What follows belongs to an exercise in optimizing a design on an open flow for small area; a production flow would make more cautious choices.
Only simulation tests tie the RTL to the original design; equivalence was not proved.
Power figures rest on the tool's default switching activity, not on a simulated workload.

==> flow/design.v (excerpt) <==
module srvmux (
    input  wire        clk,
    input  wire        rst,           
    input  wire        tick,
    input  wire        cmd_valid,
    input  wire [47:0] cmd,
    output reg         resp_valid,
    output wire [39:0] resp,
    output wire        servo_out,
    output wire [3:0]  addr,
    output wire        step_out,
    output reg         ev_step_fire,
    output reg         ev_step_wrap,
    output reg         ev_div,
    output reg         ev_mux,
    output wire        ev_wdt
);
clock: 12.0 ns
lec_check: 0
cap_margin: 20
cell_pad_in_sites_detail_placement: 0
cell_pad_in_sites_global_placement: 0
core_margin: 2
core_utilization: 62
place_density: 0.8
slew_margin: 20
standard.sh (not shown) runs the stock make flow with config.mk's settings and CLKGATE_MAP_FILE= SYNTH_SCRIPT=/design/flow/synth_recipe.tcl, a recipe that flattens the netlist after the stock synthesis.
==> flow/flow/run.sh <==
#!/bin/bash
# Own layout flow: the standard flow (standard.sh), with
#  - ABC's mapping script replaced by an area-oriented one (flow/area.abc);
#    registers, their names and their cells are those of the standard synthesis
#  - no fixed adder-cell mapping before ABC (ADDER_MAP_FILE empty)
#  - port buffers of the smallest buffer cell
#  - CTS without dummy loads
# Each tool writes its own log under orfs/logs; make's output goes to flow.log.
set -euo pipefail
here=$PWD
{
  echo 'proc abc {args} {'
  echo '  set i [lsearch -exact $args -script]'
  echo "  if {\$i >= 0} { set args [lreplace \$args \$i [expr {\$i+1}] -script $here/flow/area.abc] }"
  echo '  yosys abc {*}$args'
  echo '}'
  cat synth_recipe.tcl
} > my_synth.tcl
sed "s#SYNTH_SCRIPT=[^ ]*#SYNTH_SCRIPT=$here/my_synth.tcl#" standard.sh > my_standard.sh
export ADDER_MAP_FILE=
export BUFFER_PORTS_ARGS="-buffer_cell sky130_fd_sc_hd__buf_1"
export CTS_ARGS="-sink_clustering_enable -repair_clock_nets -dont_use_dummy_load -buf_list {sky130_fd_sc_hd__clkbuf_4} -sink_clustering_size 10 -sink_clustering_max_diameter 40"
bash my_standard.sh > flow.log 2>&1
==> flow/flow/area.abc <==
strash
ifraig
dc2
dch -f
amap
strash
dc2
dch -f
amap
strash
dc2
dch -f
amap
&get -n
&st
&dch -f
&nf -R 1000 -C 32
&put
==> next run, changes <==
--- a/flow/design.v
+++ b/flow/design.v
@@ -13,15 +13,17 @@
     output reg         ev_step_wrap,
     output reg         ev_div,
     output reg         ev_mux,
     output wire        ev_wdt
 );
     localparam [10:0] PW_RESET_E = 11'd988;      
     localparam [11:0] SC_ZERO    = 12'd3584;     
-    reg [175:0] pw;           
+    reg [175:0] pw;
+    reg [3:0]   ph;
+    reg [10:0]  nxt;          
     reg [3:0]   idx;
     reg [10:0]  pulse;        
     reg [11:0]  sc;           
     reg [15:0]  tcnt;
     reg [15:0]  ocr_s;
     reg [31:0]  rem;
     reg         step_en;
@@ -74,22 +76,20 @@
             8'h06: st = !imm_z ? 2'd1 : ((sel <= 8'h1E) ? 2'd0 : 2'd2);
             8'h07: st = !(sel_z && imm_z) ? 2'd1 : (in_step ? 2'd0 : 2'd3);
             default: st = 2'd1;
         endcase
     end
     wire [3:0]  idx1     = idx + 4'd1;
     reg  [10:0] pw_sel;
-    reg  [10:0] pw_nx;
+    wire [3:0]  rpos = sel[3:0] - ph;
     integer k;
     always @(*) begin
         pw_sel = 11'd0;
-        pw_nx  = 11'd0;
         for (k = 0; k < 16; k = k + 1) begin
-            pw_sel = pw_sel | (pw[11*k +: 11] & {11{sel[3:0] == k[3:0]}});
-            pw_nx  = pw_nx  | (pw[11*k +: 11] & {11{idx1 == k[3:0]}});
+            pw_sel = pw_sel | (pw[11*k +: 11] & {11{rpos == k[3:0]}});
         end
     end
     wire [11:0] rd_m   = sel[4] ? ((sel[3:0] == 4'h3) ? sc : {1'b0, pulse}) : {1'b0, pw_sel};
     wire [11:0] rd_dec = {rd_m[11:9] + 3'd1, rd_m[8:0]} + {11'd0, (sel[4:0] == 5'h11)};
     reg [31:0] reg_value;
     always @(*) begin
         reg_value = 32'd0;
@@ -218,21 +218,35 @@
                     if (cnt_250ms == 2'd3) n_f1s = 1'b1;
                 end
             end
         end
     end
     wire        boundary = tick && (sc == {1'b0, pulse});
     wire [10:0] pw_imm   = {imm[10:9] - 2'd1, imm[8:0]};
-    wire [10:0] pw_next  = (do_setpw && sel[3:0] == idx1) ? pw_imm : pw_nx;
+    wire [10:0] pw_next  = (do_setpw && sel[3:0] == idx1) ? pw_imm : nxt;
     wire [10:0] pw_wd = rst ? PW_RESET_E : pw_imm;
+    wire [3:0]  wpos  = sel[3:0] - ph - 4'd1;
+    wire        nx_wr = do_setpw && (sel[3:0] == idx1);
     integer i;
     always @(posedge clk) begin
         for (i = 0; i < 16; i = i + 1)
-            if (rst || (do_setpw && sel[3:0] == i[3:0]))
+            if (rst || (do_setpw && wpos == i[3:0]))
                 pw[11*i +: 11] <= pw_wd;
+            else
+                pw[11*i +: 11] <= pw[11*((i + 1) % 16) +: 11];
+        if (rst) begin
+            ph  <= 4'd0;
+            nxt <= PW_RESET_E;
+        end else begin
+            ph  <= ph + 4'd1;
+            if (nx_wr)
+                nxt <= pw_imm;
+            else if (ph == idx1)
+                nxt <= pw[10:0];
+        end
     end
     always @(posedge clk) begin
         if (rst) begin
             idx          <= 4'd0;
             pulse        <= PW_RESET_E;
             sc           <= SC_ZERO;
             tcnt         <= 16'd0;
=>
- The new run ran to the end with no violations
- wire length goes down by a few percent
- power goes down slightly
- worst setup slack gains 63 ps
- clock skew goes down by 9.1 ps
- flip-flop and latch count goes up by 15
- design area goes down slightly
- synthesized area goes down slightly

afterwards: timing with drivers on the ports:
Ports are ideal in the flow. The routed layouts listed here were re-timed in OpenROAD.
Step 1 assumes that a clkbuf_16 drives the clock port and a buf_2 every other input.
Step 2, shift: input delay + t, output delay - t, t = (earliest + latest rising clock arrival at the registers) / 2. This alone moves slack from input paths to output paths.
Three values: no drivers, after step 1, after step 2; two values: the first two.
run	t (ns)	setup slack, ns	worst setup path at the end	slew at the worst register clock pin (ns)
the first run	0.738	0.796 / 0.817 / 0.078	input to register	0.11 / 0.11
the second run	0.725	0.859 / 0.886 / 0.161	input to register	0.12 / 0.12
After both steps every run listed still meets setup and hold. The setup slack of the first run, which loses most, moves by +0.021 ns with the drivers and by -0.718 ns with both steps.
